Context: an optimization exercise on an open-source flow, tuned for small area and a short achievable clock period. The choices shown serve that exercise and are no tape-out recipe.
In this exercise RTL edits were held to simulation tests only and were not proved equivalent to the original.
Power figures rest on the tool's default switching activity, not on a simulated workload.

[design/flow/flow/run.sh]
#!/bin/bash
# The standard layout (standard.sh, all steps), with the port buffers placed
# by flow/ports.tcl before global placement instead of by the standard call,
# and timing repair asked to leave a setup margin (the clock and constraints
# are unchanged).
set -euo pipefail
here=$(pwd)
export DONT_BUFFER_PORTS=1
export PRE_GLOBAL_PLACE_TCL="$here/flow/ports.tcl"
export SETUP_SLACK_MARGIN=18
bash standard.sh > "$here/standard.log" 2>&1
[design/flow/flow/ports.tcl]
# Port buffers (in place of the standard flow's single buffer_ports call):
# every input and every output port still gets its own buffer, but with a
# plain buffer cell of a suitable size instead of the default delay buffer.
buffer_ports -inputs -buffer_cell sky130_fd_sc_hd__buf_2
buffer_ports -outputs -buffer_cell sky130_fd_sc_hd__buf_1
[design/flow/standard.sh]
#!/bin/bash
# synth_recipe.tcl (not shown) runs the flow's synth.tcl, then flattens the netlist and writes it again
# the make line also repeats each setting of config.mk as NAME=value (left out here)
make -C /OpenROAD-flow-scripts/flow DESIGN_CONFIG=/design/flow/config.mk WORK_HOME=/design/flow/orfs CLKGATE_MAP_FILE= SYNTH_SCRIPT=/design/flow/synth_recipe.tcl "${@:-finish}"
[design/flow/config.mk]
export PLATFORM = sky130hd
export DESIGN_NAME = chk4_accum
export DESIGN_NICKNAME = chk4_accum
export VERILOG_FILES = /design/flow/design.v
export SDC_FILE = /design/flow/constraint.sdc
export NUM_CORES = 4
export LEC_CHECK = 0
export CAP_MARGIN = 20
export CORE_MARGIN = 2
export CORE_UTILIZATION = 65
export CTS_BUF_LIST = sky130_fd_sc_hd__clkbuf_4 sky130_fd_sc_hd__clkbuf_8
export SLEW_MARGIN = 20
export SYNTH_HIERARCHICAL = 1
export SYNTH_MINIMUM_KEEP_SIZE = 0
[design/flow/constraint.sdc]
create_clock -name core_clock -period 28.0 [get_ports {clk}]
set_input_delay 5.6000 -clock core_clock [delete_from_list [all_inputs] [get_ports {clk}]]
set_output_delay 5.6000 -clock core_clock [all_outputs]
set_load 0.01 [all_outputs]
[design/flow/design.v]
module chk4_accum (
    input  wire        clk,
    input  wire        rst,         
    input  wire        init,        
    input  wire [2:0]  in_cnt,      
    input  wire [31:0] in_data,     
    output wire [31:0] chk_value,
    output wire [31:0] byte_count
);
    reg [18:0] ra;
    reg [19:0] rb;
    reg [15:0] ri;
    reg [31:0] bc;
    wire z  = rst | init;              
    wire nz = ~z;
    wire c4 = in_cnt[2] & ~rst;        
    wire c1 = in_cnt[0] & ~in_cnt[2] & ~rst;
    wire c2 = in_cnt[1] & ~in_cnt[2] & ~rst;
    wire h1 = c1 & ~c2;
    wire h2 = c2 & ~c1;
    wire h3 = c1 & c2;
    wire h4 = c4;
    wire h13 = c1;
    wire h23 = c2;
    wire h24 = h2 | h4;
    wire h34 = h3 | h4;
    wire e1 = h1 | h2 | h3 | h4;       
    wire e2 = h2 | h3 | h4;
    wire e3 = h3 | h4;
    wire e4 = h4;
    wire [2:0] k = {c4, c2, c1};
    wire g1 = h1 & nz;
    wire g2 = h2 & nz;
    wire g3 = h3 & nz;
    wire g4 = h4 & nz;
    wire g13 = h13 & nz;
    wire g23 = h23 & nz;
    wire g34 = h34 & nz;
    wire [3:0] ca = h4 ? (z ? 4'd10 : 4'd6) :
                    h3 ? (z ? 4'd6  : 4'd3) :
                    h2 ? (z ? 4'd3  : 4'd1) :
                    h1 ? (z ? 4'd1  : 4'd0) : 4'd0;
    wire [4:0] cb = h4 ? (z ? 5'd21 : 5'd10) :
                    h3 ? (z ? 5'd11 : 5'd4)  :
                    h2 ? (z ? 5'd5  : 5'd1)  :
                    h1 ? (z ? 5'd2  : 5'd0)  : (z ? 5'd1 : 5'd0);
    wire fa1, fa2;
    chk4_fa ufa1 (.a(ra[1]), .b(ra[16]), .c(ra[17]), .s(fa1), .co(fa2));
    wire fa3, fa4;
    chk4_fa ufa3 (.a(ra[2]), .b(ra[16]), .c(ra[17]), .s(fa3), .co(fa4));
    wire fa5, fa6;
    chk4_fa ufa5 (.a(ra[18]), .b(fa2), .c(fa3), .s(fa5), .co(fa6));
    wire fa7, fa8;
    chk4_fa ufa7 (.a(ra[3]), .b(ra[17]), .c(ra[18]), .s(fa7), .co(fa8));
    wire fa9, fa10;
    chk4_fa ufa9 (.a(fa4), .b(fa7), .c(fa6), .s(fa9), .co(fa10));
    wire fa11, fa12;
    chk4_fa ufa11 (.a(ra[4]), .b(ra[16]), .c(ra[18]), .s(fa11), .co(fa12));
    wire fa13, fa14;
    chk4_fa ufa13 (.a(fa8), .b(fa11), .c(fa10), .s(fa13), .co(fa14));
    wire fa15, fa16;
    chk4_fa ufa15 (.a(ra[5]), .b(ra[17]), .c(fa12), .s(fa15), .co(fa16));
    wire fa17, fa18;
    chk4_fa ufa17 (.a(ra[6]), .b(ra[18]), .c(fa16), .s(fa17), .co(fa18));
    wire fa19, fa20;
    chk4_ha ufa19 (.a(ra[0]), .b(ra[16]), .s(fa19), .co(fa20));
    wire fa21, fa22;
    chk4_ha ufa21 (.a(fa1), .b(fa20), .s(fa21), .co(fa22));
    wire fa23, fa24;
    chk4_ha ufa23 (.a(fa5), .b(fa22), .s(fa23), .co(fa24));
    wire fa25, fa26;
    chk4_ha ufa25 (.a(fa9), .b(fa24), .s(fa25), .co(fa26));
    wire fa27, fa28;
    chk4_ha ufa27 (.a(fa13), .b(fa26), .s(fa27), .co(fa28));
    wire fa29, fa30;
    chk4_fa ufa29 (.a(fa14), .b(fa15), .c(fa28), .s(fa29), .co(fa30));
    wire fa31, fa32;
    chk4_ha ufa31 (.a(fa17), .b(fa30), .s(fa31), .co(fa32));
    wire fa33, fa34;
    chk4_fa ufa33 (.a(ra[7]), .b(fa18), .c(fa32), .s(fa33), .co(fa34));
    wire fa35 = ~ra[8];
    wire fa36, fa37;
    chk4_ha ufa36 (.a(ra[9]), .b(ra[8]), .s(fa36), .co(fa37));
    wire fa38, fa39;
    chk4_ha ufa38 (.a(ra[10]), .b(fa37), .s(fa38), .co(fa39));
    wire fa40, fa41;
    chk4_ha ufa40 (.a(ra[11]), .b(fa39), .s(fa40), .co(fa41));
    wire fa42, fa43;
    chk4_ha ufa42 (.a(ra[12]), .b(fa41), .s(fa42), .co(fa43));
    wire fa44, fa45;
    chk4_ha ufa44 (.a(ra[13]), .b(fa43), .s(fa44), .co(fa45));
    wire fa46, fa47;
    chk4_ha ufa46 (.a(ra[14]), .b(fa45), .s(fa46), .co(fa47));
    wire fa48, fa49;
    chk4_ha ufa48 (.a(ra[15]), .b(fa47), .s(fa48), .co(fa49));
    wire fa50 = fa34 ? fa35 : ra[8];
    wire fa51 = fa34 ? fa36 : ra[9];
    wire fa52 = fa34 ? fa38 : ra[10];
    wire fa53 = fa34 ? fa40 : ra[11];
    wire fa54 = fa34 ? fa42 : ra[12];
    wire fa55 = fa34 ? fa44 : ra[13];
    wire fa56 = fa34 ? fa46 : ra[14];
    wire fa57 = fa34 ? fa48 : ra[15];
    wire fa58 = fa34 ? fa49 : 1'b0;
    wire [16:0] far = {fa58, fa57, fa56, fa55, fa54, fa53, fa52, fa51, fa50, fa33, fa31, fa29, fa27, fa25, fa23, fa21, fa19};
    wire fb1, fb2;
    chk4_fa ufb1 (.a(rb[1]), .b(rb[16]), .c(rb[17]), .s(fb1), .co(fb2));
    wire fb3, fb4;
    chk4_fa ufb3 (.a(rb[2]), .b(rb[16]), .c(rb[17]), .s(fb3), .co(fb4));
    wire fb5, fb6;
    chk4_fa ufb5 (.a(rb[18]), .b(fb2), .c(fb3), .s(fb5), .co(fb6));
    wire fb7, fb8;
    chk4_fa ufb7 (.a(rb[3]), .b(rb[17]), .c(rb[18]), .s(fb7), .co(fb8));
    wire fb9, fb10;
    chk4_fa ufb9 (.a(rb[19]), .b(fb4), .c(fb7), .s(fb9), .co(fb10));
    wire fb11, fb12;
    chk4_fa ufb11 (.a(rb[4]), .b(rb[16]), .c(rb[18]), .s(fb11), .co(fb12));
    wire fb13, fb14;
    chk4_fa ufb13 (.a(rb[19]), .b(fb8), .c(fb11), .s(fb13), .co(fb14));
    wire fb15, fb16;
    chk4_fa ufb15 (.a(rb[5]), .b(rb[17]), .c(rb[19]), .s(fb15), .co(fb16));
    wire fb17, fb18;
    chk4_fa ufb17 (.a(fb12), .b(fb15), .c(fb14), .s(fb17), .co(fb18));
    wire fb19, fb20;
    chk4_fa ufb19 (.a(rb[6]), .b(rb[18]), .c(fb16), .s(fb19), .co(fb20));
    wire fb21, fb22;
    chk4_fa ufb21 (.a(rb[7]), .b(rb[19]), .c(fb20), .s(fb21), .co(fb22));
    wire fb23, fb24;
    chk4_ha ufb23 (.a(rb[0]), .b(rb[16]), .s(fb23), .co(fb24));
    wire fb25, fb26;
    chk4_ha ufb25 (.a(fb1), .b(fb24), .s(fb25), .co(fb26));
    wire fb27, fb28;
    chk4_ha ufb27 (.a(fb5), .b(fb26), .s(fb27), .co(fb28));
    wire fb29, fb30;
    chk4_fa ufb29 (.a(fb6), .b(fb9), .c(fb28), .s(fb29), .co(fb30));
    wire fb31, fb32;
    chk4_fa ufb31 (.a(fb10), .b(fb13), .c(fb30), .s(fb31), .co(fb32));
    wire fb33, fb34;
    chk4_ha ufb33 (.a(fb17), .b(fb32), .s(fb33), .co(fb34));
    wire fb35, fb36;
    chk4_fa ufb35 (.a(fb18), .b(fb19), .c(fb34), .s(fb35), .co(fb36));
    wire fb37, fb38;
    chk4_ha ufb37 (.a(fb21), .b(fb36), .s(fb37), .co(fb38));
    wire fb39, fb40;
    chk4_ha ufb39 (.a(rb[8]), .b(fb22), .s(fb39), .co(fb40));
    wire fb41, fb42;
    chk4_ha ufb41 (.a(rb[9]), .b(fb40), .s(fb41), .co(fb42));
    wire fb43, fb44;
    chk4_ha ufb43 (.a(rb[10]), .b(fb42), .s(fb43), .co(fb44));
    wire fb45, fb46;
    chk4_ha ufb45 (.a(rb[11]), .b(fb44), .s(fb45), .co(fb46));
    wire fb47, fb48;
    chk4_ha ufb47 (.a(rb[12]), .b(fb46), .s(fb47), .co(fb48));
    wire fb49, fb50;
    chk4_ha ufb49 (.a(rb[13]), .b(fb48), .s(fb49), .co(fb50));
    wire fb51, fb52;
    chk4_ha ufb51 (.a(rb[14]), .b(fb50), .s(fb51), .co(fb52));
    wire fb53, fb54;
    chk4_ha ufb53 (.a(rb[15]), .b(fb52), .s(fb53), .co(fb54));
    wire fb55 = ~(rb[8] ^ fb22);
    wire fb56 = rb[8] | fb22;
    wire fb57, fb58;
    chk4_ha ufb57 (.a(rb[9]), .b(fb56), .s(fb57), .co(fb58));
    wire fb59, fb60;
    chk4_ha ufb59 (.a(rb[10]), .b(fb58), .s(fb59), .co(fb60));
    wire fb61, fb62;
    chk4_ha ufb61 (.a(rb[11]), .b(fb60), .s(fb61), .co(fb62));
    wire fb63, fb64;
    chk4_ha ufb63 (.a(rb[12]), .b(fb62), .s(fb63), .co(fb64));
    wire fb65, fb66;
    chk4_ha ufb65 (.a(rb[13]), .b(fb64), .s(fb65), .co(fb66));
    wire fb67, fb68;
    chk4_ha ufb67 (.a(rb[14]), .b(fb66), .s(fb67), .co(fb68));
    wire fb69, fb70;
    chk4_ha ufb69 (.a(rb[15]), .b(fb68), .s(fb69), .co(fb70));
    wire fb71 = fb38 ? fb55 : fb39;
    wire fb72 = fb38 ? fb57 : fb41;
    wire fb73 = fb38 ? fb59 : fb43;
    wire fb74 = fb38 ? fb61 : fb45;
    wire fb75 = fb38 ? fb63 : fb47;
    wire fb76 = fb38 ? fb65 : fb49;
    wire fb77 = fb38 ? fb67 : fb51;
    wire fb78 = fb38 ? fb69 : fb53;
    wire fb79 = fb38 ? fb70 : fb54;
    wire [16:0] fbr = {fb79, fb78, fb77, fb76, fb75, fb74, fb73, fb72, fb71, fb37, fb35, fb33, fb31, fb29, fb27, fb25, fb23};
    wire xa1, xa2;
    chk4_ha uxa1 (.a((nz & far[0])), .b((g13 & ri[0])), .s(xa1), .co(xa2));
    wire xa3, xa4;
    chk4_fa uxa3 (.a((nz & far[1])), .b(((g23 & ri[0]))), .c((g13 & ri[1])), .s(xa3), .co(xa4));
    wire xa5, xa6;
    chk4_ha uxa5 (.a(ca[1]), .b((e1 & in_data[1])), .s(xa5), .co(xa6));
    wire xa7, xa8;
    chk4_fa uxa7 (.a((nz & far[2])), .b(((g23 & ri[1]) | (g4 & ri[0]))), .c((g13 & ri[2])), .s(xa7), .co(xa8));
    wire xa9, xa10;
    chk4_fa uxa9 (.a(ca[2]), .b((e1 & in_data[2])), .c((e2 & in_data[10])), .s(xa9), .co(xa10));
    wire xa11, xa12;
    chk4_fa uxa11 (.a((nz & far[3])), .b(((g23 & ri[2]) | (g4 & ri[1]))), .c((g13 & ri[3])), .s(xa11), .co(xa12));
    wire xa13, xa14;
    chk4_fa uxa13 (.a(ca[3]), .b((e1 & in_data[3])), .c((e2 & in_data[11])), .s(xa13), .co(xa14));
    wire xa15, xa16;
    chk4_fa uxa15 (.a((nz & far[4])), .b(((g23 & ri[3]) | (g4 & ri[2]))), .c((g13 & ri[4])), .s(xa15), .co(xa16));
    wire xa17, xa18;
    chk4_ha uxa17 (.a((e1 & in_data[4])), .b((e2 & in_data[12])), .s(xa17), .co(xa18));
    wire xa19, xa20;
    chk4_fa uxa19 (.a((nz & far[5])), .b(((g23 & ri[4]) | (g4 & ri[3]))), .c((g13 & ri[5])), .s(xa19), .co(xa20));
    wire xa21, xa22;
    chk4_ha uxa21 (.a((e1 & in_data[5])), .b((e2 & in_data[13])), .s(xa21), .co(xa22));
    wire xa23, xa24;
    chk4_fa uxa23 (.a((nz & far[6])), .b(((g23 & ri[5]) | (g4 & ri[4]))), .c((g13 & ri[6])), .s(xa23), .co(xa24));
    wire xa25, xa26;
    chk4_ha uxa25 (.a((e1 & in_data[6])), .b((e2 & in_data[14])), .s(xa25), .co(xa26));
    wire xa27, xa28;
    chk4_fa uxa27 (.a((nz & far[7])), .b(((g23 & ri[6]) | (g4 & ri[5]))), .c((g13 & ri[7])), .s(xa27), .co(xa28));
    wire xa29, xa30;
    chk4_ha uxa29 (.a((e1 & in_data[7])), .b((e2 & in_data[15])), .s(xa29), .co(xa30));
    wire xa31, xa32;
    chk4_fa uxa31 (.a(ca[0]), .b((e1 & in_data[0])), .c((e2 & in_data[8])), .s(xa31), .co(xa32));
    wire xa33, xa34;
    chk4_fa uxa33 (.a((e2 & in_data[9])), .b((e3 & in_data[17])), .c((e4 & in_data[25])), .s(xa33), .co(xa34));
    wire xa35, xa36;
    chk4_ha uxa35 (.a(xa2), .b(xa5), .s(xa35), .co(xa36));
    wire xa37, xa38;
    chk4_fa uxa37 (.a((e3 & in_data[18])), .b((e4 & in_data[26])), .c(xa6), .s(xa37), .co(xa38));
    wire xa39, xa40;
    chk4_fa uxa39 (.a(xa4), .b(xa7), .c(xa9), .s(xa39), .co(xa40));
    wire xa41, xa42;
    chk4_fa uxa41 (.a((e3 & in_data[19])), .b((e4 & in_data[27])), .c(xa8), .s(xa41), .co(xa42));
    wire xa43, xa44;
    chk4_fa uxa43 (.a(xa10), .b(xa11), .c(xa13), .s(xa43), .co(xa44));
    wire xa45, xa46;
    chk4_fa uxa45 (.a((e3 & in_data[20])), .b((e4 & in_data[28])), .c(xa17), .s(xa45), .co(xa46));
    wire xa47, xa48;
    chk4_fa uxa47 (.a(xa12), .b(xa14), .c(xa15), .s(xa47), .co(xa48));
    wire xa49, xa50;
    chk4_fa uxa49 (.a((e3 & in_data[21])), .b((e4 & in_data[29])), .c(xa18), .s(xa49), .co(xa50));
    wire xa51, xa52;
    chk4_fa uxa51 (.a(xa21), .b(xa16), .c(xa19), .s(xa51), .co(xa52));
    wire xa53, xa54;
    chk4_fa uxa53 (.a((e3 & in_data[22])), .b((e4 & in_data[30])), .c(xa22), .s(xa53), .co(xa54));
    wire xa55, xa56;
    chk4_fa uxa55 (.a(xa25), .b(xa20), .c(xa23), .s(xa55), .co(xa56));
    wire xa57, xa58;
    chk4_fa uxa57 (.a((e3 & in_data[23])), .b((e4 & in_data[31])), .c(xa26), .s(xa57), .co(xa58));
    wire xa59, xa60;
    chk4_fa uxa59 (.a(xa29), .b(xa24), .c(xa27), .s(xa59), .co(xa60));
    wire xa61, xa62;
    chk4_fa uxa61 (.a((nz & far[8])), .b(((g23 & ri[7]) | (g4 & ri[6]))), .c((g13 & ri[8])), .s(xa61), .co(xa62));
    wire xa63, xa64;
    chk4_ha uxa63 (.a(xa30), .b(xa28), .s(xa63), .co(xa64));
    wire xa65, xa66;
    chk4_ha uxa65 (.a((nz & far[9])), .b(((g23 & ri[8]) | (g4 & ri[7]))), .s(xa65), .co(xa66));
    wire xa67, xa68;
    chk4_ha uxa67 (.a((e3 & in_data[16])), .b((e4 & in_data[24])), .s(xa67), .co(xa68));
    wire xa69, xa70;
    chk4_fa uxa69 (.a(xa32), .b(xa33), .c(xa3), .s(xa69), .co(xa70));
    wire xa71, xa72;
    chk4_fa uxa71 (.a(xa34), .b(xa36), .c(xa37), .s(xa71), .co(xa72));
    wire xa73, xa74;
    chk4_fa uxa73 (.a(xa38), .b(xa40), .c(xa41), .s(xa73), .co(xa74));
    wire xa75, xa76;
    chk4_fa uxa75 (.a(xa45), .b(xa42), .c(xa44), .s(xa75), .co(xa76));
    wire xa77, xa78;
    chk4_fa uxa77 (.a(xa46), .b(xa49), .c(xa48), .s(xa77), .co(xa78));
    wire xa79, xa80;
    chk4_fa uxa79 (.a(xa50), .b(xa53), .c(xa52), .s(xa79), .co(xa80));
    wire xa81, xa82;
    chk4_fa uxa81 (.a(xa54), .b(xa57), .c(xa56), .s(xa81), .co(xa82));
    wire xa83, xa84;
    chk4_fa uxa83 (.a(xa61), .b(xa58), .c(xa63), .s(xa83), .co(xa84));
    wire xa85, xa86;
    chk4_fa uxa85 (.a((g13 & ri[9])), .b(xa65), .c(xa62), .s(xa85), .co(xa86));
    wire xa87, xa88;
    chk4_fa uxa87 (.a((nz & far[10])), .b(((g23 & ri[9]) | (g4 & ri[8]))), .c((g13 & ri[10])), .s(xa87), .co(xa88));
    wire xa89, xa90;
    chk4_ha uxa89 (.a((nz & far[11])), .b(((g23 & ri[10]) | (g4 & ri[9]))), .s(xa89), .co(xa90));
    wire xa91, xa92;
    chk4_ha uxa91 (.a((nz & far[12])), .b(((g23 & ri[11]) | (g4 & ri[10]))), .s(xa91), .co(xa92));
    wire xa93, xa94;
    chk4_ha uxa93 (.a((nz & far[13])), .b(((g23 & ri[12]) | (g4 & ri[11]))), .s(xa93), .co(xa94));
    wire xa95, xa96;
    chk4_ha uxa95 (.a((nz & far[14])), .b(((g23 & ri[13]) | (g4 & ri[12]))), .s(xa95), .co(xa96));
    wire xa97, xa98;
    chk4_ha uxa97 (.a((nz & far[15])), .b(((g23 & ri[14]) | (g4 & ri[13]))), .s(xa97), .co(xa98));
    wire xa99, xa100;
    chk4_ha uxa99 (.a(xa67), .b(xa1), .s(xa99), .co(xa100));
    wire xa101, xa102;
    chk4_fa uxa101 (.a(xa68), .b(xa35), .c(xa69), .s(xa101), .co(xa102));
    wire xa103, xa104;
    chk4_fa uxa103 (.a(xa70), .b(xa39), .c(xa71), .s(xa103), .co(xa104));
    wire xa105, xa106;
    chk4_fa uxa105 (.a(xa43), .b(xa72), .c(xa73), .s(xa105), .co(xa106));
    wire xa107, xa108;
    chk4_fa uxa107 (.a(xa47), .b(xa74), .c(xa75), .s(xa107), .co(xa108));
    wire xa109, xa110;
    chk4_fa uxa109 (.a(xa51), .b(xa76), .c(xa77), .s(xa109), .co(xa110));
    wire xa111, xa112;
    chk4_fa uxa111 (.a(xa55), .b(xa78), .c(xa79), .s(xa111), .co(xa112));
    wire xa113, xa114;
    chk4_fa uxa113 (.a(xa59), .b(xa80), .c(xa81), .s(xa113), .co(xa114));
    wire xa115, xa116;
    chk4_fa uxa115 (.a(xa60), .b(xa83), .c(xa82), .s(xa115), .co(xa116));
    wire xa117, xa118;
    chk4_fa uxa117 (.a(xa64), .b(xa85), .c(xa84), .s(xa117), .co(xa118));
    wire xa119, xa120;
    chk4_fa uxa119 (.a(xa66), .b(xa87), .c(xa86), .s(xa119), .co(xa120));
    wire xa121, xa122;
    chk4_fa uxa121 (.a((g13 & ri[11])), .b(xa89), .c(xa88), .s(xa121), .co(xa122));
    wire xa123, xa124;
    chk4_fa uxa123 (.a((g13 & ri[12])), .b(xa90), .c(xa91), .s(xa123), .co(xa124));
    wire xa125, xa126;
    chk4_fa uxa125 (.a((g13 & ri[13])), .b(xa92), .c(xa93), .s(xa125), .co(xa126));
    wire xa127, xa128;
    chk4_fa uxa127 (.a((g13 & ri[14])), .b(xa94), .c(xa95), .s(xa127), .co(xa128));
    wire xa129, xa130;
    chk4_fa uxa129 (.a((g13 & ri[15])), .b(xa96), .c(xa97), .s(xa129), .co(xa130));
    wire xa131, xa132;
    chk4_fa uxa131 (.a((nz & far[16])), .b(((g23 & ri[15]) | (g4 & ri[14]))), .c(xa98), .s(xa131), .co(xa132));
    wire xa133, xa134;
    chk4_ha uxa133 (.a(xa99), .b(xa31), .s(xa133), .co(xa134));
    wire xa135, xa136;
    chk4_fa uxa135 (.a(xa100), .b(xa101), .c(xa134), .s(xa135), .co(xa136));
    wire xa137, xa138;
    chk4_fa uxa137 (.a(xa102), .b(xa103), .c(xa136), .s(xa137), .co(xa138));
    wire xa139, xa140;
    chk4_fa uxa139 (.a(xa104), .b(xa105), .c(xa138), .s(xa139), .co(xa140));
    wire xa141, xa142;
    chk4_fa uxa141 (.a(xa106), .b(xa107), .c(xa140), .s(xa141), .co(xa142));
    wire xa143, xa144;
    chk4_fa uxa143 (.a(xa108), .b(xa109), .c(xa142), .s(xa143), .co(xa144));
    wire xa145, xa146;
    chk4_fa uxa145 (.a(xa110), .b(xa111), .c(xa144), .s(xa145), .co(xa146));
    wire xa147, xa148;
    chk4_fa uxa147 (.a(xa112), .b(xa113), .c(xa146), .s(xa147), .co(xa148));
    wire xa149, xa150;
    chk4_ha uxa149 (.a(xa114), .b(xa115), .s(xa149), .co(xa150));
    wire xa151, xa152;
    chk4_fa uxa151 (.a(xa116), .b(xa117), .c(xa150), .s(xa151), .co(xa152));
    wire xa153, xa154;
    chk4_fa uxa153 (.a(xa118), .b(xa119), .c(xa152), .s(xa153), .co(xa154));
    wire xa155, xa156;
    chk4_fa uxa155 (.a(xa120), .b(xa121), .c(xa154), .s(xa155), .co(xa156));
    wire xa157, xa158;
    chk4_fa uxa157 (.a(xa122), .b(xa123), .c(xa156), .s(xa157), .co(xa158));
    wire xa159, xa160;
    chk4_fa uxa159 (.a(xa124), .b(xa125), .c(xa158), .s(xa159), .co(xa160));
    wire xa161 = ~(xa114 ^ xa115);
    wire xa162 = xa114 | xa115;
    wire xa163, xa164;
    chk4_fa uxa163 (.a(xa116), .b(xa117), .c(xa162), .s(xa163), .co(xa164));
    wire xa165, xa166;
    chk4_fa uxa165 (.a(xa118), .b(xa119), .c(xa164), .s(xa165), .co(xa166));
    wire xa167, xa168;
    chk4_fa uxa167 (.a(xa120), .b(xa121), .c(xa166), .s(xa167), .co(xa168));
    wire xa169, xa170;
    chk4_fa uxa169 (.a(xa122), .b(xa123), .c(xa168), .s(xa169), .co(xa170));
    wire xa171, xa172;
    chk4_fa uxa171 (.a(xa124), .b(xa125), .c(xa170), .s(xa171), .co(xa172));
    wire xa173 = xa148 ? xa161 : xa149;
    wire xa174 = xa148 ? xa163 : xa151;
    wire xa175 = xa148 ? xa165 : xa153;
    wire xa176 = xa148 ? xa167 : xa155;
    wire xa177 = xa148 ? xa169 : xa157;
    wire xa178 = xa148 ? xa171 : xa159;
    wire xa179 = xa160 | (xa148 & xa172);
    wire xa180, xa181;
    chk4_ha uxa180 (.a(xa126), .b(xa127), .s(xa180), .co(xa181));
    wire xa182, xa183;
    chk4_fa uxa182 (.a(xa128), .b(xa129), .c(xa181), .s(xa182), .co(xa183));
    wire xa184, xa185;
    chk4_fa uxa184 (.a(xa130), .b(xa131), .c(xa183), .s(xa184), .co(xa185));
    wire xa186, xa187;
    chk4_fa uxa186 (.a(xa132), .b(((g4 & ri[15]))), .c(xa185), .s(xa186), .co(xa187));
    wire xa188 = ~(xa126 ^ xa127);
    wire xa189 = xa126 | xa127;
    wire xa190, xa191;
    chk4_fa uxa190 (.a(xa128), .b(xa129), .c(xa189), .s(xa190), .co(xa191));
    wire xa192, xa193;
    chk4_fa uxa192 (.a(xa130), .b(xa131), .c(xa191), .s(xa192), .co(xa193));
    wire xa194, xa195;
    chk4_fa uxa194 (.a(xa132), .b(((g4 & ri[15]))), .c(xa193), .s(xa194), .co(xa195));
    wire xa196 = xa179 ? xa188 : xa180;
    wire xa197 = xa179 ? xa190 : xa182;
    wire xa198 = xa179 ? xa192 : xa184;
    wire xa199 = xa179 ? xa194 : xa186;
    wire xa200 = xa179 ? xa195 : xa187;
    wire [18:0] sa = {xa200, xa199, xa198, xa197, xa196, xa178, xa177, xa176, xa175, xa174, xa173, xa147, xa145, xa143, xa141, xa139, xa137, xa135, xa133};
    wire xb1, xb2;
    chk4_ha uxb1 (.a((nz & fbr[0])), .b((g13 & far[0])), .s(xb1), .co(xb2));
    wire xb3, xb4;
    chk4_fa uxb3 (.a((nz & fbr[1])), .b(((g23 & far[0]))), .c((g13 & far[1])), .s(xb3), .co(xb4));
    wire xb5, xb6;
    chk4_ha uxb5 (.a(((g1 & ri[1]) | (g2 & ri[0]))), .b(((g2 & ri[1]) | (g34 & ri[0]))), .s(xb5), .co(xb6));
    wire xb7, xb8;
    chk4_fa uxb7 (.a((nz & fbr[2])), .b(((g23 & far[1]) | (g4 & far[0]))), .c((g13 & far[2])), .s(xb7), .co(xb8));
    wire xb9, xb10;
    chk4_fa uxb9 (.a(((g1 & ri[2]) | (g2 & ri[1]) | (g3 & ri[0]))), .b(((g2 & ri[2]) | (g34 & ri[1]))), .c(cb[2]), .s(xb9), .co(xb10));
    wire xb11, xb12;
    chk4_fa uxb11 (.a((nz & fbr[3])), .b(((g23 & far[2]) | (g4 & far[1]))), .c((g13 & far[3])), .s(xb11), .co(xb12));
    wire xb13, xb14;
    chk4_fa uxb13 (.a(((g1 & ri[3]) | (g2 & ri[2]) | (g3 & ri[1]) | (g4 & ri[0]))), .b(((g2 & ri[3]) | (g34 & ri[2]))), .c(cb[3]), .s(xb13), .co(xb14));
    wire xb15, xb16;
    chk4_fa uxb15 (.a((nz & fbr[4])), .b(((g23 & far[3]) | (g4 & far[2]))), .c((g13 & far[4])), .s(xb15), .co(xb16));
    wire xb17, xb18;
    chk4_fa uxb17 (.a(((g1 & ri[4]) | (g2 & ri[3]) | (g3 & ri[2]) | (g4 & ri[1]))), .b(((g2 & ri[4]) | (g34 & ri[3]))), .c(cb[4]), .s(xb17), .co(xb18));
    wire xb19, xb20;
    chk4_fa uxb19 (.a((nz & fbr[5])), .b(((g23 & far[4]) | (g4 & far[3]))), .c((g13 & far[5])), .s(xb19), .co(xb20));
    wire xb21, xb22;
    chk4_ha uxb21 (.a(((g1 & ri[5]) | (g2 & ri[4]) | (g3 & ri[3]) | (g4 & ri[2]))), .b(((g2 & ri[5]) | (g34 & ri[4]))), .s(xb21), .co(xb22));
    wire xb23, xb24;
    chk4_fa uxb23 (.a((nz & fbr[6])), .b(((g23 & far[5]) | (g4 & far[4]))), .c((g13 & far[6])), .s(xb23), .co(xb24));
    wire xb25, xb26;
    chk4_ha uxb25 (.a(((g1 & ri[6]) | (g2 & ri[5]) | (g3 & ri[4]) | (g4 & ri[3]))), .b(((g2 & ri[6]) | (g34 & ri[5]))), .s(xb25), .co(xb26));
    wire xb27, xb28;
    chk4_fa uxb27 (.a((nz & fbr[7])), .b(((g23 & far[6]) | (g4 & far[5]))), .c((g13 & far[7])), .s(xb27), .co(xb28));
    wire xb29, xb30;
    chk4_ha uxb29 (.a(((g1 & ri[7]) | (g2 & ri[6]) | (g3 & ri[5]) | (g4 & ri[4]))), .b(((g2 & ri[7]) | (g34 & ri[6]))), .s(xb29), .co(xb30));
    wire xb31, xb32;
    chk4_ha uxb31 (.a((nz & fbr[8])), .b(((g23 & far[7]) | (g4 & far[6]))), .s(xb31), .co(xb32));
    wire xb33, xb34;
    chk4_fa uxb33 (.a(((g1 & ri[0]))), .b(((g2 & ri[0]))), .c(cb[0]), .s(xb33), .co(xb34));
    wire xb35, xb36;
    chk4_ha uxb35 (.a(((h1 & in_data[0]))), .b(((h2 & in_data[8]))), .s(xb35), .co(xb36));
    wire xb37, xb38;
    chk4_fa uxb37 (.a(cb[1]), .b(((h1 & in_data[1]) | (h23 & in_data[0]))), .c(((h2 & in_data[9]) | (h34 & in_data[8]))), .s(xb37), .co(xb38));
    wire xb39, xb40;
    chk4_fa uxb39 (.a(((h3 & in_data[1]) | (h4 & in_data[9]))), .b(((h3 & in_data[17]) | (h4 & in_data[16]))), .c((h4 & in_data[25])), .s(xb39), .co(xb40));
    wire xb41, xb42;
    chk4_ha uxb41 (.a(xb2), .b(xb5), .s(xb41), .co(xb42));
    wire xb43, xb44;
    chk4_fa uxb43 (.a(((h1 & in_data[2]) | (h23 & in_data[1]) | (h4 & in_data[0]))), .b(((h2 & in_data[10]) | (h34 & in_data[9]))), .c(((h3 & in_data[2]) | (h4 & in_data[10]))), .s(xb43), .co(xb44));
    wire xb45, xb46;
    chk4_fa uxb45 (.a(((h3 & in_data[18]) | (h4 & in_data[17]))), .b((h4 & in_data[26])), .c(xb6), .s(xb45), .co(xb46));
    wire xb47, xb48;
    chk4_fa uxb47 (.a(xb4), .b(xb7), .c(xb9), .s(xb47), .co(xb48));
    wire xb49, xb50;
    chk4_fa uxb49 (.a(((h1 & in_data[3]) | (h23 & in_data[2]) | (h4 & in_data[1]))), .b(((h2 & in_data[11]) | (h34 & in_data[10]))), .c(((h3 & in_data[3]) | (h4 & in_data[11]))), .s(xb49), .co(xb50));
    wire xb51, xb52;
    chk4_fa uxb51 (.a(((h3 & in_data[19]) | (h4 & in_data[18]))), .b((h4 & in_data[27])), .c(xb8), .s(xb51), .co(xb52));
    wire xb53, xb54;
    chk4_fa uxb53 (.a(xb10), .b(xb11), .c(xb13), .s(xb53), .co(xb54));
    wire xb55, xb56;
    chk4_fa uxb55 (.a(((h1 & in_data[4]) | (h23 & in_data[3]) | (h4 & in_data[2]))), .b(((h2 & in_data[12]) | (h34 & in_data[11]))), .c(((h3 & in_data[4]) | (h4 & in_data[12]))), .s(xb55), .co(xb56));
    wire xb57, xb58;
    chk4_fa uxb57 (.a(((h3 & in_data[20]) | (h4 & in_data[19]))), .b((h4 & in_data[28])), .c(xb12), .s(xb57), .co(xb58));
    wire xb59, xb60;
    chk4_fa uxb59 (.a(xb14), .b(xb15), .c(xb17), .s(xb59), .co(xb60));
    wire xb61, xb62;
    chk4_fa uxb61 (.a(((h1 & in_data[5]) | (h23 & in_data[4]) | (h4 & in_data[3]))), .b(((h2 & in_data[13]) | (h34 & in_data[12]))), .c(((h3 & in_data[5]) | (h4 & in_data[13]))), .s(xb61), .co(xb62));
    wire xb63, xb64;
    chk4_fa uxb63 (.a(((h3 & in_data[21]) | (h4 & in_data[20]))), .b((h4 & in_data[29])), .c(xb21), .s(xb63), .co(xb64));
    wire xb65, xb66;
    chk4_fa uxb65 (.a(xb16), .b(xb18), .c(xb19), .s(xb65), .co(xb66));
    wire xb67, xb68;
    chk4_fa uxb67 (.a(((h1 & in_data[6]) | (h23 & in_data[5]) | (h4 & in_data[4]))), .b(((h2 & in_data[14]) | (h34 & in_data[13]))), .c(((h3 & in_data[6]) | (h4 & in_data[14]))), .s(xb67), .co(xb68));
    wire xb69, xb70;
    chk4_fa uxb69 (.a(((h3 & in_data[22]) | (h4 & in_data[21]))), .b((h4 & in_data[30])), .c(xb22), .s(xb69), .co(xb70));
    wire xb71, xb72;
    chk4_fa uxb71 (.a(xb25), .b(xb20), .c(xb23), .s(xb71), .co(xb72));
    wire xb73, xb74;
    chk4_fa uxb73 (.a(((h1 & in_data[7]) | (h23 & in_data[6]) | (h4 & in_data[5]))), .b(((h2 & in_data[15]) | (h34 & in_data[14]))), .c(((h3 & in_data[7]) | (h4 & in_data[15]))), .s(xb73), .co(xb74));
    wire xb75, xb76;
    chk4_fa uxb75 (.a(((h3 & in_data[23]) | (h4 & in_data[22]))), .b((h4 & in_data[31])), .c(xb26), .s(xb75), .co(xb76));
    wire xb77, xb78;
    chk4_fa uxb77 (.a(xb29), .b(xb24), .c(xb27), .s(xb77), .co(xb78));
    wire xb79, xb80;
    chk4_fa uxb79 (.a((g13 & far[8])), .b(((g1 & ri[8]) | (g2 & ri[7]) | (g3 & ri[6]) | (g4 & ri[5]))), .c(((g2 & ri[8]) | (g34 & ri[7]))), .s(xb79), .co(xb80));
    wire xb81, xb82;
    chk4_fa uxb81 (.a(((h23 & in_data[7]) | (h4 & in_data[6]))), .b(((h34 & in_data[15]))), .c(((h4 & in_data[23]))), .s(xb81), .co(xb82));
    wire xb83, xb84;
    chk4_fa uxb83 (.a(xb30), .b(xb31), .c(xb28), .s(xb83), .co(xb84));
    wire xb85, xb86;
    chk4_fa uxb85 (.a((nz & fbr[9])), .b(((g23 & far[8]) | (g4 & far[7]))), .c((g13 & far[9])), .s(xb85), .co(xb86));
    wire xb87, xb88;
    chk4_fa uxb87 (.a(((g1 & ri[9]) | (g2 & ri[8]) | (g3 & ri[7]) | (g4 & ri[6]))), .b(((g2 & ri[9]) | (g34 & ri[8]))), .c(((h4 & in_data[7]))), .s(xb87), .co(xb88));
    wire xb89, xb90;
    chk4_ha uxb89 (.a((nz & fbr[10])), .b(((g23 & far[9]) | (g4 & far[8]))), .s(xb89), .co(xb90));
    wire xb91, xb92;
    chk4_fa uxb91 (.a(((h3 & in_data[0]) | (h4 & in_data[8]))), .b(((h3 & in_data[16]))), .c((h4 & in_data[24])), .s(xb91), .co(xb92));
    wire xb93, xb94;
    chk4_fa uxb93 (.a(xb36), .b(xb34), .c(xb37), .s(xb93), .co(xb94));
    wire xb95, xb96;
    chk4_ha uxb95 (.a(xb39), .b(xb3), .s(xb95), .co(xb96));
    wire xb97, xb98;
    chk4_fa uxb97 (.a(xb38), .b(xb40), .c(xb43), .s(xb97), .co(xb98));
    wire xb99, xb100;
    chk4_fa uxb99 (.a(xb42), .b(xb45), .c(xb47), .s(xb99), .co(xb100));
    wire xb101, xb102;
    chk4_fa uxb101 (.a(xb44), .b(xb49), .c(xb46), .s(xb101), .co(xb102));
    wire xb103, xb104;
    chk4_fa uxb103 (.a(xb48), .b(xb51), .c(xb53), .s(xb103), .co(xb104));
    wire xb105, xb106;
    chk4_fa uxb105 (.a(xb50), .b(xb55), .c(xb52), .s(xb105), .co(xb106));
    wire xb107, xb108;
    chk4_fa uxb107 (.a(xb54), .b(xb57), .c(xb59), .s(xb107), .co(xb108));
    wire xb109, xb110;
    chk4_fa uxb109 (.a(xb56), .b(xb61), .c(xb63), .s(xb109), .co(xb110));
    wire xb111, xb112;
    chk4_fa uxb111 (.a(xb58), .b(xb60), .c(xb65), .s(xb111), .co(xb112));
    wire xb113, xb114;
    chk4_fa uxb113 (.a(xb62), .b(xb67), .c(xb64), .s(xb113), .co(xb114));
    wire xb115, xb116;
    chk4_fa uxb115 (.a(xb69), .b(xb66), .c(xb71), .s(xb115), .co(xb116));
    wire xb117, xb118;
    chk4_fa uxb117 (.a(xb68), .b(xb73), .c(xb70), .s(xb117), .co(xb118));
    wire xb119, xb120;
    chk4_fa uxb119 (.a(xb75), .b(xb72), .c(xb77), .s(xb119), .co(xb120));
    wire xb121, xb122;
    chk4_fa uxb121 (.a(xb74), .b(xb79), .c(xb81), .s(xb121), .co(xb122));
    wire xb123, xb124;
    chk4_fa uxb123 (.a(xb76), .b(xb78), .c(xb83), .s(xb123), .co(xb124));
    wire xb125, xb126;
    chk4_fa uxb125 (.a(xb32), .b(xb80), .c(xb82), .s(xb125), .co(xb126));
    wire xb127, xb128;
    chk4_fa uxb127 (.a(xb85), .b(xb87), .c(xb84), .s(xb127), .co(xb128));
    wire xb129, xb130;
    chk4_fa uxb129 (.a((g13 & far[10])), .b(((g1 & ri[10]) | (g2 & ri[9]) | (g3 & ri[8]) | (g4 & ri[7]))), .c(((g2 & ri[10]) | (g34 & ri[9]))), .s(xb129), .co(xb130));
    wire xb131, xb132;
    chk4_fa uxb131 (.a(xb89), .b(xb86), .c(xb88), .s(xb131), .co(xb132));
    wire xb133, xb134;
    chk4_fa uxb133 (.a((nz & fbr[11])), .b(((g23 & far[10]) | (g4 & far[9]))), .c((g13 & far[11])), .s(xb133), .co(xb134));
    wire xb135, xb136;
    chk4_fa uxb135 (.a(((g1 & ri[11]) | (g2 & ri[10]) | (g3 & ri[9]) | (g4 & ri[8]))), .b(((g2 & ri[11]) | (g34 & ri[10]))), .c(xb90), .s(xb135), .co(xb136));
    wire xb137, xb138;
    chk4_fa uxb137 (.a((nz & fbr[12])), .b(((g23 & far[11]) | (g4 & far[10]))), .c((g13 & far[12])), .s(xb137), .co(xb138));
    wire xb139, xb140;
    chk4_ha uxb139 (.a(((g1 & ri[12]) | (g2 & ri[11]) | (g3 & ri[10]) | (g4 & ri[9]))), .b(((g2 & ri[12]) | (g34 & ri[11]))), .s(xb139), .co(xb140));
    wire xb141, xb142;
    chk4_fa uxb141 (.a((nz & fbr[13])), .b(((g23 & far[12]) | (g4 & far[11]))), .c((g13 & far[13])), .s(xb141), .co(xb142));
    wire xb143, xb144;
    chk4_ha uxb143 (.a(((g1 & ri[13]) | (g2 & ri[12]) | (g3 & ri[11]) | (g4 & ri[10]))), .b(((g2 & ri[13]) | (g34 & ri[12]))), .s(xb143), .co(xb144));
    wire xb145, xb146;
    chk4_fa uxb145 (.a((nz & fbr[14])), .b(((g23 & far[13]) | (g4 & far[12]))), .c((g13 & far[14])), .s(xb145), .co(xb146));
    wire xb147, xb148;
    chk4_ha uxb147 (.a(((g1 & ri[14]) | (g2 & ri[13]) | (g3 & ri[12]) | (g4 & ri[11]))), .b(((g2 & ri[14]) | (g34 & ri[13]))), .s(xb147), .co(xb148));
    wire xb149, xb150;
    chk4_fa uxb149 (.a((nz & fbr[15])), .b(((g23 & far[14]) | (g4 & far[13]))), .c((g13 & far[15])), .s(xb149), .co(xb150));
    wire xb151, xb152;
    chk4_ha uxb151 (.a(((g1 & ri[15]) | (g2 & ri[14]) | (g3 & ri[13]) | (g4 & ri[12]))), .b(((g2 & ri[15]) | (g34 & ri[14]))), .s(xb151), .co(xb152));
    wire xb153, xb154;
    chk4_fa uxb153 (.a((nz & fbr[16])), .b(((g23 & far[15]) | (g4 & far[14]))), .c((g13 & far[16])), .s(xb153), .co(xb154));
    wire xb155, xb156;
    chk4_ha uxb155 (.a(((g2 & ri[15]) | (g3 & ri[14]) | (g4 & ri[13]))), .b(((g34 & ri[15]))), .s(xb155), .co(xb156));
    wire xb157, xb158;
    chk4_ha uxb157 (.a(xb35), .b(xb1), .s(xb157), .co(xb158));
    wire xb159, xb160;
    chk4_fa uxb159 (.a(xb92), .b(xb41), .c(xb95), .s(xb159), .co(xb160));
    wire xb161, xb162;
    chk4_fa uxb161 (.a(xb96), .b(xb94), .c(xb97), .s(xb161), .co(xb162));
    wire xb163, xb164;
    chk4_fa uxb163 (.a(xb98), .b(xb101), .c(xb100), .s(xb163), .co(xb164));
    wire xb165, xb166;
    chk4_fa uxb165 (.a(xb102), .b(xb105), .c(xb104), .s(xb165), .co(xb166));
    wire xb167, xb168;
    chk4_fa uxb167 (.a(xb109), .b(xb106), .c(xb108), .s(xb167), .co(xb168));
    wire xb169, xb170;
    chk4_fa uxb169 (.a(xb110), .b(xb113), .c(xb112), .s(xb169), .co(xb170));
    wire xb171, xb172;
    chk4_fa uxb171 (.a(xb114), .b(xb117), .c(xb116), .s(xb171), .co(xb172));
    wire xb173, xb174;
    chk4_fa uxb173 (.a(xb121), .b(xb118), .c(xb120), .s(xb173), .co(xb174));
    wire xb175, xb176;
    chk4_fa uxb175 (.a(xb122), .b(xb125), .c(xb124), .s(xb175), .co(xb176));
    wire xb177, xb178;
    chk4_fa uxb177 (.a(xb129), .b(xb126), .c(xb131), .s(xb177), .co(xb178));
    wire xb179, xb180;
    chk4_fa uxb179 (.a(xb130), .b(xb133), .c(xb135), .s(xb179), .co(xb180));
    wire xb181, xb182;
    chk4_fa uxb181 (.a(xb139), .b(xb134), .c(xb137), .s(xb181), .co(xb182));
    wire xb183, xb184;
    chk4_fa uxb183 (.a(xb140), .b(xb143), .c(xb138), .s(xb183), .co(xb184));
    wire xb185, xb186;
    chk4_fa uxb185 (.a(xb144), .b(xb147), .c(xb142), .s(xb185), .co(xb186));
    wire xb187, xb188;
    chk4_fa uxb187 (.a(xb148), .b(xb151), .c(xb146), .s(xb187), .co(xb188));
    wire xb189, xb190;
    chk4_fa uxb189 (.a(xb152), .b(xb155), .c(xb150), .s(xb189), .co(xb190));
    wire xb191, xb192;
    chk4_fa uxb191 (.a(((g23 & far[16]) | (g4 & far[15]))), .b(((g3 & ri[15]) | (g4 & ri[14]))), .c(xb156), .s(xb191), .co(xb192));
    wire xb193, xb194;
    chk4_ha uxb193 (.a(xb91), .b(xb33), .s(xb193), .co(xb194));
    wire xb195, xb196;
    chk4_fa uxb195 (.a(xb158), .b(xb93), .c(xb159), .s(xb195), .co(xb196));
    wire xb197, xb198;
    chk4_fa uxb197 (.a(xb160), .b(xb161), .c(xb99), .s(xb197), .co(xb198));
    wire xb199, xb200;
    chk4_fa uxb199 (.a(xb162), .b(xb103), .c(xb163), .s(xb199), .co(xb200));
    wire xb201, xb202;
    chk4_fa uxb201 (.a(xb107), .b(xb164), .c(xb165), .s(xb201), .co(xb202));
    wire xb203, xb204;
    chk4_fa uxb203 (.a(xb111), .b(xb166), .c(xb167), .s(xb203), .co(xb204));
    wire xb205, xb206;
    chk4_fa uxb205 (.a(xb115), .b(xb168), .c(xb169), .s(xb205), .co(xb206));
    wire xb207, xb208;
    chk4_fa uxb207 (.a(xb119), .b(xb170), .c(xb171), .s(xb207), .co(xb208));
    wire xb209, xb210;
    chk4_fa uxb209 (.a(xb123), .b(xb172), .c(xb173), .s(xb209), .co(xb210));
    wire xb211, xb212;
    chk4_fa uxb211 (.a(xb127), .b(xb174), .c(xb175), .s(xb211), .co(xb212));
    wire xb213, xb214;
    chk4_fa uxb213 (.a(xb128), .b(xb177), .c(xb176), .s(xb213), .co(xb214));
    wire xb215, xb216;
    chk4_fa uxb215 (.a(xb132), .b(xb179), .c(xb178), .s(xb215), .co(xb216));
    wire xb217, xb218;
    chk4_fa uxb217 (.a(xb136), .b(xb181), .c(xb180), .s(xb217), .co(xb218));
    wire xb219, xb220;
    chk4_fa uxb219 (.a(xb141), .b(xb182), .c(xb183), .s(xb219), .co(xb220));
    wire xb221, xb222;
    chk4_fa uxb221 (.a(xb145), .b(xb184), .c(xb185), .s(xb221), .co(xb222));
    wire xb223, xb224;
    chk4_fa uxb223 (.a(xb149), .b(xb186), .c(xb187), .s(xb223), .co(xb224));
    wire xb225, xb226;
    chk4_fa uxb225 (.a(xb153), .b(xb188), .c(xb189), .s(xb225), .co(xb226));
    wire xb227, xb228;
    chk4_fa uxb227 (.a(xb154), .b(xb191), .c(xb190), .s(xb227), .co(xb228));
    wire xb229, xb230;
    chk4_fa uxb229 (.a(((g4 & far[16]))), .b(((g4 & ri[15]))), .c(xb192), .s(xb229), .co(xb230));
    wire xb231, xb232;
    chk4_ha uxb231 (.a(xb193), .b(xb157), .s(xb231), .co(xb232));
    wire xb233, xb234;
    chk4_fa uxb233 (.a(xb194), .b(xb195), .c(xb232), .s(xb233), .co(xb234));
    wire xb235, xb236;
    chk4_fa uxb235 (.a(xb196), .b(xb197), .c(xb234), .s(xb235), .co(xb236));
    wire xb237, xb238;
    chk4_fa uxb237 (.a(xb198), .b(xb199), .c(xb236), .s(xb237), .co(xb238));
    wire xb239, xb240;
    chk4_fa uxb239 (.a(xb200), .b(xb201), .c(xb238), .s(xb239), .co(xb240));
    wire xb241, xb242;
    chk4_fa uxb241 (.a(xb202), .b(xb203), .c(xb240), .s(xb241), .co(xb242));
    wire xb243, xb244;
    chk4_fa uxb243 (.a(xb204), .b(xb205), .c(xb242), .s(xb243), .co(xb244));
    wire xb245, xb246;
    chk4_fa uxb245 (.a(xb206), .b(xb207), .c(xb244), .s(xb245), .co(xb246));
    wire xb247, xb248;
    chk4_ha uxb247 (.a(xb208), .b(xb209), .s(xb247), .co(xb248));
    wire xb249, xb250;
    chk4_fa uxb249 (.a(xb210), .b(xb211), .c(xb248), .s(xb249), .co(xb250));
    wire xb251, xb252;
    chk4_fa uxb251 (.a(xb212), .b(xb213), .c(xb250), .s(xb251), .co(xb252));
    wire xb253, xb254;
    chk4_fa uxb253 (.a(xb214), .b(xb215), .c(xb252), .s(xb253), .co(xb254));
    wire xb255, xb256;
    chk4_fa uxb255 (.a(xb216), .b(xb217), .c(xb254), .s(xb255), .co(xb256));
    wire xb257, xb258;
    chk4_fa uxb257 (.a(xb218), .b(xb219), .c(xb256), .s(xb257), .co(xb258));
    wire xb259 = ~(xb208 ^ xb209);
    wire xb260 = xb208 | xb209;
    wire xb261, xb262;
    chk4_fa uxb261 (.a(xb210), .b(xb211), .c(xb260), .s(xb261), .co(xb262));
    wire xb263, xb264;
    chk4_fa uxb263 (.a(xb212), .b(xb213), .c(xb262), .s(xb263), .co(xb264));
    wire xb265, xb266;
    chk4_fa uxb265 (.a(xb214), .b(xb215), .c(xb264), .s(xb265), .co(xb266));
    wire xb267, xb268;
    chk4_fa uxb267 (.a(xb216), .b(xb217), .c(xb266), .s(xb267), .co(xb268));
    wire xb269, xb270;
    chk4_fa uxb269 (.a(xb218), .b(xb219), .c(xb268), .s(xb269), .co(xb270));
    wire xb271 = xb246 ? xb259 : xb247;
    wire xb272 = xb246 ? xb261 : xb249;
    wire xb273 = xb246 ? xb263 : xb251;
    wire xb274 = xb246 ? xb265 : xb253;
    wire xb275 = xb246 ? xb267 : xb255;
    wire xb276 = xb246 ? xb269 : xb257;
    wire xb277 = xb258 | (xb246 & xb270);
    wire xb278, xb279;
    chk4_ha uxb278 (.a(xb220), .b(xb221), .s(xb278), .co(xb279));
    wire xb280, xb281;
    chk4_fa uxb280 (.a(xb222), .b(xb223), .c(xb279), .s(xb280), .co(xb281));
    wire xb282, xb283;
    chk4_fa uxb282 (.a(xb224), .b(xb225), .c(xb281), .s(xb282), .co(xb283));
    wire xb284, xb285;
    chk4_fa uxb284 (.a(xb226), .b(xb227), .c(xb283), .s(xb284), .co(xb285));
    wire xb286, xb287;
    chk4_fa uxb286 (.a(xb228), .b(xb229), .c(xb285), .s(xb286), .co(xb287));
    wire xb288, xb289;
    chk4_ha uxb288 (.a(xb230), .b(xb287), .s(xb288), .co(xb289));
    wire xb290 = ~(xb220 ^ xb221);
    wire xb291 = xb220 | xb221;
    wire xb292, xb293;
    chk4_fa uxb292 (.a(xb222), .b(xb223), .c(xb291), .s(xb292), .co(xb293));
    wire xb294, xb295;
    chk4_fa uxb294 (.a(xb224), .b(xb225), .c(xb293), .s(xb294), .co(xb295));
    wire xb296, xb297;
    chk4_fa uxb296 (.a(xb226), .b(xb227), .c(xb295), .s(xb296), .co(xb297));
    wire xb298, xb299;
    chk4_fa uxb298 (.a(xb228), .b(xb229), .c(xb297), .s(xb298), .co(xb299));
    wire xb300, xb301;
    chk4_ha uxb300 (.a(xb230), .b(xb299), .s(xb300), .co(xb301));
    wire xb302 = xb277 ? xb290 : xb278;
    wire xb303 = xb277 ? xb292 : xb280;
    wire xb304 = xb277 ? xb294 : xb282;
    wire xb305 = xb277 ? xb296 : xb284;
    wire xb306 = xb277 ? xb298 : xb286;
    wire xb307 = xb277 ? xb300 : xb288;
    wire [19:0] sb = {xb307, xb306, xb305, xb304, xb303, xb302, xb276, xb275, xb274, xb273, xb272, xb271, xb245, xb243, xb241, xb239, xb237, xb235, xb233, xb231};
    wire [3:0]  lo = {1'b0, bc[2:0] & {3{nz}}} + {1'b0, k};
    wire [31:0] cc;                    
    wire [31:0] cs;                    
    wire p0 = &bc[10:3];
    wire p1 = &bc[18:11];
    wire p2 = &bc[26:19];
    assign cc[3]  = lo[3];
    assign cc[11] = lo[3] & p0;
    assign cc[19] = lo[3] & p0 & p1;
    assign cc[27] = lo[3] & p0 & p1 & p2;
    genvar j;
    generate
        for (j = 3; j < 32; j = j + 1) begin : inc
            wire co;
            chk4_ha u (.a(bc[j]), .b(cc[j]), .s(cs[j]), .co(co));
            if (j != 10 && j != 18 && j != 26 && j != 31) begin : rip
                assign cc[j + 1] = co;
            end
        end
    endgenerate
    assign cc[2:0] = 3'd0;
    assign cs[2:0] = lo[2:0];
    wire [31:0] nbc = {cs[31:3] & {29{nz}}, lo[2:0]};
    wire [3:0]  ilo = {1'b0, ri[2:1] & {2{nz}}, ri[0] | z} + {1'b0, k};
    wire [16:3] ic;                    
    wire [15:3] is;
    assign ic[3] = ilo[3];
    generate
        for (j = 3; j < 16; j = j + 1) begin : iinc
            chk4_ha u (.a(ri[j]), .b(ic[j]), .s(is[j]), .co(ic[j + 1]));
        end
    endgenerate
    wire        iw = ic[16];           
    wire [4:0]  iwl = {3'd0, ilo[1:0]} + 5'd23;
    wire [15:0] ni = iw ? {11'd0, iwl} : {is[15:3] & {13{nz}}, ilo[2:0]};
    wire ga = far[16] | ((&far[15:5]) & (far[4:0] >= 5'd9));
    wire gb = fbr[16] | ((&fbr[15:5]) & (fbr[4:0] >= 5'd9));
    wire [10:0] ta = {1'b0, far[9:0]} + 11'd23;
    wire [10:0] tb = {1'b0, fbr[9:0]} + 11'd23;
    wire [15:0] oa = ga ? {6'd0, ta[9:0]} : far[15:0];
    wire [15:0] ob = gb ? {6'd0, tb[9:0]} : fbr[15:0];
    assign chk_value  = {oa, ob};
    assign byte_count = bc;
    always @(posedge clk) begin
        ra <= sa;
        rb <= sb;
        ri <= ni;
        bc <= nbc;
    end
endmodule
module chk4_fa (input wire a, input wire b, input wire c, output wire s, output wire co);
    assign s  = a ^ b ^ c;
    assign co = (a & b) | (a & c) | (b & c);
endmodule
module chk4_ha (input wire a, input wire b, output wire s, output wire co);
    assign s  = a ^ b;
    assign co = a & b;
endmodule
==> results of run 1 <==
==> cell families after synthesis <==
group	count (synthesis)	share of synthesized area, %
flip-flops	87	15.1
AND/OR/NAND/NOR	292	13.5
multiplexers	34	3.16
XOR/XNOR	20	1.65
buffers and inverters	102	3.57
adder cells (fa/ha/maj)	355	52.9
AO/OA/AOI/OAI	153	10.2
==> synth_stat cells (2+ instances only) <==
| master | number | share of area (%) |
|---|---|---|
| o22ai_1 | 9 | 0.49 |
| buf_6 | 2 | 0.19 |
| buf_1 | 7 | 0.23 |
| xnor2_1 | 14 | 1.1 |
| a22o_1 | 61 | 4.6 |
| xnor2_2 | 2 | 0.28 |
| mux2i_1 | 14 | 1.2 |
| a22oi_1 | 25 | 1.6 |
| nand3b_1 | 3 | 0.19 |
| nand2_1 | 39 | 1.3 |
| a21o_1 | 7 | 0.45 |
| a21oi_1 | 17 | 0.74 |
| o21ai_0 | 15 | 0.65 |
| and2_1 | 120 | 6.5 |
| a222oi_1 | 7 | 0.61 |
| ha_1 | 133 | 14 |
| nor2b_1 | 9 | 0.49 |
| nand2b_1 | 9 | 0.49 |
| or3_1 | 6 | 0.33 |
| xor2_1 | 4 | 0.30 |
| fa_1 | 222 | 38 |
| and4_1 | 2 | 0.15 |
| nand4_1 | 8 | 0.43 |
| nand3_1 | 9 | 0.39 |
| or2_2 | 3 | 0.16 |
| nor2_1 | 71 | 2.3 |
| inv_1 | 38 | 1.2 |
| dfxtp_1 | 87 | 15 |
| buf_2 | 12 | 0.52 |
| clkbuf_1 | 42 | 1.4 |
| nor3_1 | 4 | 0.17 |
| mux2_2 | 20 | 1.9 |
==> state kept, by name, summed over array words and instances, names as in the netlist <==
signal  flops
bc         32
ri         16
ra         19
rb         20
==> layout by cell type (no fill, tap or decap), types with 7 or more instances in the layout <==
master    instances
fa_1            182
ha_1            129
and2_1          118
dfxtp_1          84
a22o_1           61
nor2_1           52
buf_4            41
fa_2             40
inv_1            36
nand2_1          35
a22oi_1          23
nor2_4           15
mux2_2           15
o21ai_0          12
a21oi_1          12
mux2i_1          12
clkbuf_8         12
buf_6            12
nor2b_1           9
xnor2_2           9
nand3_1           8
nand4_1           8
o22ai_1           8
nor2_2            7
a21o_1            7
a222oi_1          7
==> Yosys stat by module, one instance, submodules excluded <==
| module | times used | cells | cell area, sq um |
|---|---|---|---|
| chk4_fa | 221 | 1 | 20.0 |
| chk4_ha | 116 | 1 | 12.5 |
| chk4_accum | 1 | 706 | 5670 |
==> path summary, 6_finish.rpt <==
path,startpoint,endpoint,depth (start not counted)
worst max-delay path,rst,rb[17],17
worst min-delay path,bc[27],bc[27],2
worst max register to register,ra[16],rb[17],26
worst min register to register,bc[27],bc[27],2
==> area by class of cell <==
| type | instances | area (sq um) | area share, % |
|---|---|---|---|
| multi-input cells | 858 | 10000 | 77.2 |
| repair buffers | 61 | 591 | 4.54 |
| flip-flops and latches | 87 | 1750 | 13.4 |
| well taps | 225 | 282 | 2.16 |
| diodes | 1 | 2.50 | 0.0192 |
| clock buffers | 12 | 165 | 1.27 |
| clock inverters | 4 | 28.8 | 0.221 |
| inverters | 39 | 155 | 1.19 |
==> per-stage QoR <==
| step | total power (uW) | setup slack (ps) | utilization, % | cell area, sq um | hold slack (ps) |
|---|---|---|---|---|---|
| global route | 642 | 16900 | 75.0 | 13000 | 708 |
| detailed placement | 464 | 16070 | 68.2 | 11800 | 654 |
| global placement | 447 | 16270 | 68.2 | 11800 | 634 |
| floorplan | 388 | 16560 | - | 11900 | 547 |
| CTS | 588 | 17040 | 74.1 | 12900 | 679 |
| finish | 599 | 16980 | 75.0 | 13000 | 670 |
==> repair_timing <==
item                       CTS  global route
setup buffers               44             8
resized for setup           97            22
gates cloned                 6             0
setup endpoints to repair   59            69
pin swaps                   38            21
==> worst max-delay path: cells and delay by family <==
family          cells  cell delay (ps)
simple gates        2              540
mux                 1              300
fa+ha+maj          10             4150
buf+inv             2              270
compound gates      2              410
==> report_power, final <==
group          internal (uW)  leakage [uW]  switching (uW)
Clock                   39.5     0.0000946            49.2
Sequential               144      0.000712            13.3
Combinational            156       0.00571             197
==> routing by layer <==
metal	share of wire, %	track usage [%]	wire [um]
met1	39	49.2	13100
met2	49	60.6	16300
met3	8.8	9.57	2910
met4	2.5	11.7	813
met5	0	0	0
==> summary.md, run 1 <==
| Metric | Value |
|---|---|
| Placer congestion estimate | `approximately 0.96` |
| Synth Cell Area | `11500 sq um` |
| Initial DRT Pass Iterations | `5` |
| Max-slew violations | `0` |
| Syn nets | `around 1400` |
| P per Cell Area | `about 46 nW/um^2` |
| Synth Warn # | `7` |
| Synth Instances | `1043` |
| I/O Buffers | `98` |
| Worst Path Class, Setup | `in -> reg` |
| Wirelength per Cell | `about 26 um` |
| Dpl hpwl | `around 25000 um` |
| Area grow syn2layout | `12.7%` |
| Proportion of layout cells with a drive suffix above 1 | `21.1%` |
| DIE HEIGHT | `137 um` |
| Leak Pwr | `0.00652 uW` |
| Final worst-path cycle share | `roughly two fifths` |
| Max Fclk | `between 90 and 100 MHz` |
| Cell mode on critical path | `fa_2` |
| Critical-path cell list | `nand2b_4, clkinvlp_4, nand2b_1, o22ai_1, fa_1, fa_1, fa_2, fa_1, fa_2, fa_2, fa_2, fa_2, fa_2, fa_2, a21oi_4, buf_12, mux2_4` |
| Syn avg cell area | `11.1 sq um` |
| ANT nets after route | `0` |
| R2r setup slk | `19190 ps` |
| Status | `finished clean` |
| Placed insts | `about 1200` |
| Clock Latency Late Sink | `400 ps` |
| Hold Buf Count CTS | `0` |
| Main synth FF type | `dfxtp_1` |
| Async set or reset register ratio after synthesis | `0%` |
| First-pass GRT wire length | `between 50000 and 60000 um` |
| DIE AREA | `approximately 19000 sq um` |
| Gr usage total | `37.2%` |
| Filler cells | `~1100` |
| Worst Path Arrival | `11310 ps` |
| Yosys reg bits | `87` |
| Slew HR | `44.5%` |
| Initial Util | `66.5%` |
| Core ar. | `17400 sq um` |
| Seq/Total Area, Yosys | `15.1%` |
| Worst-path clk slew | `about 90 ps` |
| Crit path largest cell delay | `560 ps` |
| Total gr overflow | `0` |
| Drt initial violations | `798` |
| CTS Sinks | `87` |
| Vias in the first global route | `9260` |
| Worst-Margin Slew | `roughly 810 ps` |
| Max-cap violations | `0` |
| Final min period | `11020 ps` |
| Clock Skew | `16.5 ps` |
| EDFF count, synth | `0` |
| H-tree levels | `3` |
| Vias/cell | `6.56` |
| Largest net degree at the start of global routing | `50` |
| I/O Pins | `just over 100` |
| Std cell rows | `48` |
| CTS buffer count | `9` |
| Setup TNS | `0 ps` |
| Maximum root-to-sink buffer count | `2` |
| CP required | `28280 ps` |
| Initial antenna violation count | `0` |
| Final WL | `33100 um` |
| Vias | `8445` |
| Worst setup SP type | `primary input` |
| Finish-stage setup viols | `0` |
| Count of cell types in the netlist | `54` |
| Peak supply drop | `0.0531 mV` |
| CTS tree | `built` |
| Die W | `137 um` |
| RSZ-0062 raised after global routing | `true` |
| Root Buffer | `clkbuf_8` |
| CP max stage cell | `fa_1` |
| Fin nets | `1449` |
| Final Hold Fails | `0` |
| Hold crit path type | `reg -> reg` |
| Fin cells | `1287` |
| Crit Path Max Fanout | `18` |
| Kind of end point of the critical path | `register` |
| Number of remaining DRC errors | `0` |
==> run 2, diff against run 1 <==
--- a/design/flow/flow/run.sh
+++ b/design/flow/flow/run.sh
@@ -7,5 +7,5 @@
 here=$(pwd)
 export DONT_BUFFER_PORTS=1
 export PRE_GLOBAL_PLACE_TCL="$here/flow/ports.tcl"
-export SETUP_SLACK_MARGIN=18
+export SETUP_SLACK_MARGIN=16.5
 bash standard.sh > "$here/standard.log" 2>&1
==> summary.md, run 2 <==
| Metric | Value |
|---|---|
| Worst Path Class, Setup | `in -> reg` |
| Filler cells | `1317 (+17%)` |
| FF-to-FF End | `rb[16]` |
| Worst Path Arrival | `11600 ps (+290 ps)` |
| Drt initial violations | `551 (-31%)` |
| Synth Area in Compound Gates | `10.2% (unchanged)` |
| Status | `finished clean` |
| I/O Buffers | `98 (unchanged)` |
| Max Fclk | `88.5 MHz (-2.5%)` |
| Yosys top cell area share | `38.5% (unchanged)` |
| Count of cell types in the netlist | `54 (unchanged)` |
| Clock Latency Late Sink | `400 ps (about the same)` |
| Gr usage total | `33.7% (-3.5 points)` |
| Yosys reg bits | `87 (unchanged)` |
| Area contributors post-synth | `fa_1 38%, dfxtp_1 15%, ha_1 14%` |
| Initial DRT Pass Iterations | `5 (unchanged)` |
| Initial antenna violation count | `2 (+2)` |
| Final Hold Fails | `0 (unchanged)` |
| CTS Sinks | `87 (unchanged)` |
| XOR/XNOR share of the synthesized area | `1.65% (unchanged)` |
| Setup TNS | `0 ps (unchanged)` |
| Post-synth top cells | `222 x fa_1, 133 x ha_1, 120 x and2_1` |
| Vias/cell | `6.40 (-2.5%)` |
| Finish-stage setup viols | `0 (unchanged)` |
| Largest net degree at the start of global routing | `50 (unchanged)` |
| CTS tree | `built` |
| Die W | `137 um (unchanged)` |
| Placed insts | `1210 (-0.17%)` |
| P per Cell Area | `46.3 nW/um^2 (+0.65%)` |
| Clock share of power | `16.3% (+1.5 points)` |
| Reg power frac | `28.1% (+1.9 points)` |
| Hold EP | `bc[31]` |
| Proportion of layout cells with a drive suffix above 1 | `10.6% (-11 points)` |
| Setup ws final | `16700 ps (-280 ps)` |
| Initial Util | `66.5% (unchanged)` |
| Sw Pwr | `249 uW (-4.0%)` |
| Final worst-path cycle share | `40.4% (+1.0 points)` |
| Synth area leader | `fa_1` |
| DIE AREA | `18900 sq um (unchanged)` |
| ANT nets after route | `0 (unchanged)` |
| Reg2reg start | `ra[17]` |
| Hold crit path type | `reg -> reg` |
| Final min period | `11300 ps (+280 ps)` |
| Syn nets | `1436 (unchanged)` |
| Async set or reset register ratio after synthesis | `0% (unchanged)` |
| I/O Pins | `102 (unchanged)` |
| Fin nets | `1406 (-3.0%)` |
| Synth Instances | `1043 (unchanged)` |
| EDFF count, synth | `0 (unchanged)` |
run 2: cell counts after synthesis:
No cell type changed its count.
run 2: layout make-up:
| cell class | instances | area (sq um) | area share [%] |
|---|---|---|---|
| multi-input combinational | 856 | 9580 | 79.2 |
| sequential | 87 | 1740 | 14.4 |
| tap | 225 | 282 | 2.33 |
| timing repair buffer | 20 | 150 | 1.24 |
| inverter | 39 | 148 | 1.22 |
| clock buffer | 9 | 124 | 1.02 |
| clock inverter | 7 | 72.6 | 0.600 |
run 2: worst max-delay path by stage:
stage	from	to
floorplan	rst	rb[15]
global placement	in_cnt[0]	rb[18]
detailed placement	in_cnt[0]	rb[16]
CTS	rst	rb[16]
global route	rst	rb[15]
finish	rst	ra[15]
run 2: cell families (layout without fill, tap and decap cells):
| kind of cell | after synthesis | in the layout |
|---|---|---|
| adders and majority gates | 355 | 355 |
| DFF | 87 | 87 |
| xor gates and xnor gates | 20 | 20 |
| and+or+nand+nor | 292 | 294 |
| buffers and inverters | 102 | 75 |
| muxes | 34 | 34 |
| AOI/OAI and AO/OA | 153 | 153 |
run 2: power groups by stage:
stage	logic, uW	clock network [uW]	registers (uW)
after detailed placement	302	0	160
after floorplan	226	0	156
after global routing	344	98.0	160
after CTS	306	93.0	158
final	311	91.4	158
after global placement	287	0	160
run 2: Yosys stat by module (local to each module, per instance):
module / copies in the design / flops+latches / area, sq um
chk4_accum: 1 / 87 / 5670
chk4_fa: 221 / 0 / 20.0
chk4_ha: 116 / 0 / 12.5
run 2: layer usage:
layer  up-vias  global-route usage (%)  routed length (um)
li1       3484                       -                   -
met1      4095                    46.5               12700
met2       336                    53.3               14100
met3        40                    9.12                2660
met4         0                    8.82                 708
met5         -                       0                   0
run 2: worst max-delay path: cells and delay by family:
| kind | cells | cell delay, ps |
|---|---|---|
| adders and majority gates | 10 | 4370 |
| and+or+nand+nor | 4 | 940 |
| muxes | 1 | 360 |
| AOI/OAI and AO/OA | 1 | 270 |
run 2: stage by stage:
| stage | cell area [sq um] | utilization (%) | hold WS (ps) |
|---|---|---|---|
| 2_1_floorplan | 11700 | - | 547 |
| 3_3_place_gp | 11700 | 67.6 | 643 |
| 3_5_place_dp | 11700 | 67.6 | 656 |
| 4_1_cts | 12000 | 69.0 | 683 |
| 5_1_grt | 12100 | 69.7 | 707 |
| 6_report | 12100 | 69.7 | 674 |
run 2: timing repair:
action                                  4_1_cts  5_1_grt
buffers inserted                              3       12
endpoints found under the setup margin       16       18
hold buffers                                  0        0
pin swaps                                     2        8
gates cloned                                  1        1
gates resized for setup                       2       10

re-timing with driven ports:
In the flow no input, the clock included, has a driving cell. The finished layouts below were timed again as built, in two steps.
Step 1: set_driving_cell puts a clkbuf_16 on clk and a buf_2 on each other input, an assumption about the parent block.
Step 2, shift: input delay + t, output delay - t, t = (earliest + latest rising clock arrival at the registers) / 2. This alone moves slack from input paths to output paths.
Slacks: ideal / step 1 / step 2; pairs: ideal / step 1.
run	shift t [ns]	slack for setup (ns)
run 1	0.433	16.979 / 16.524 / 16.091
run 2	0.423	16.698 / 16.423 / 16.000
After both steps every run listed still meets setup and hold.
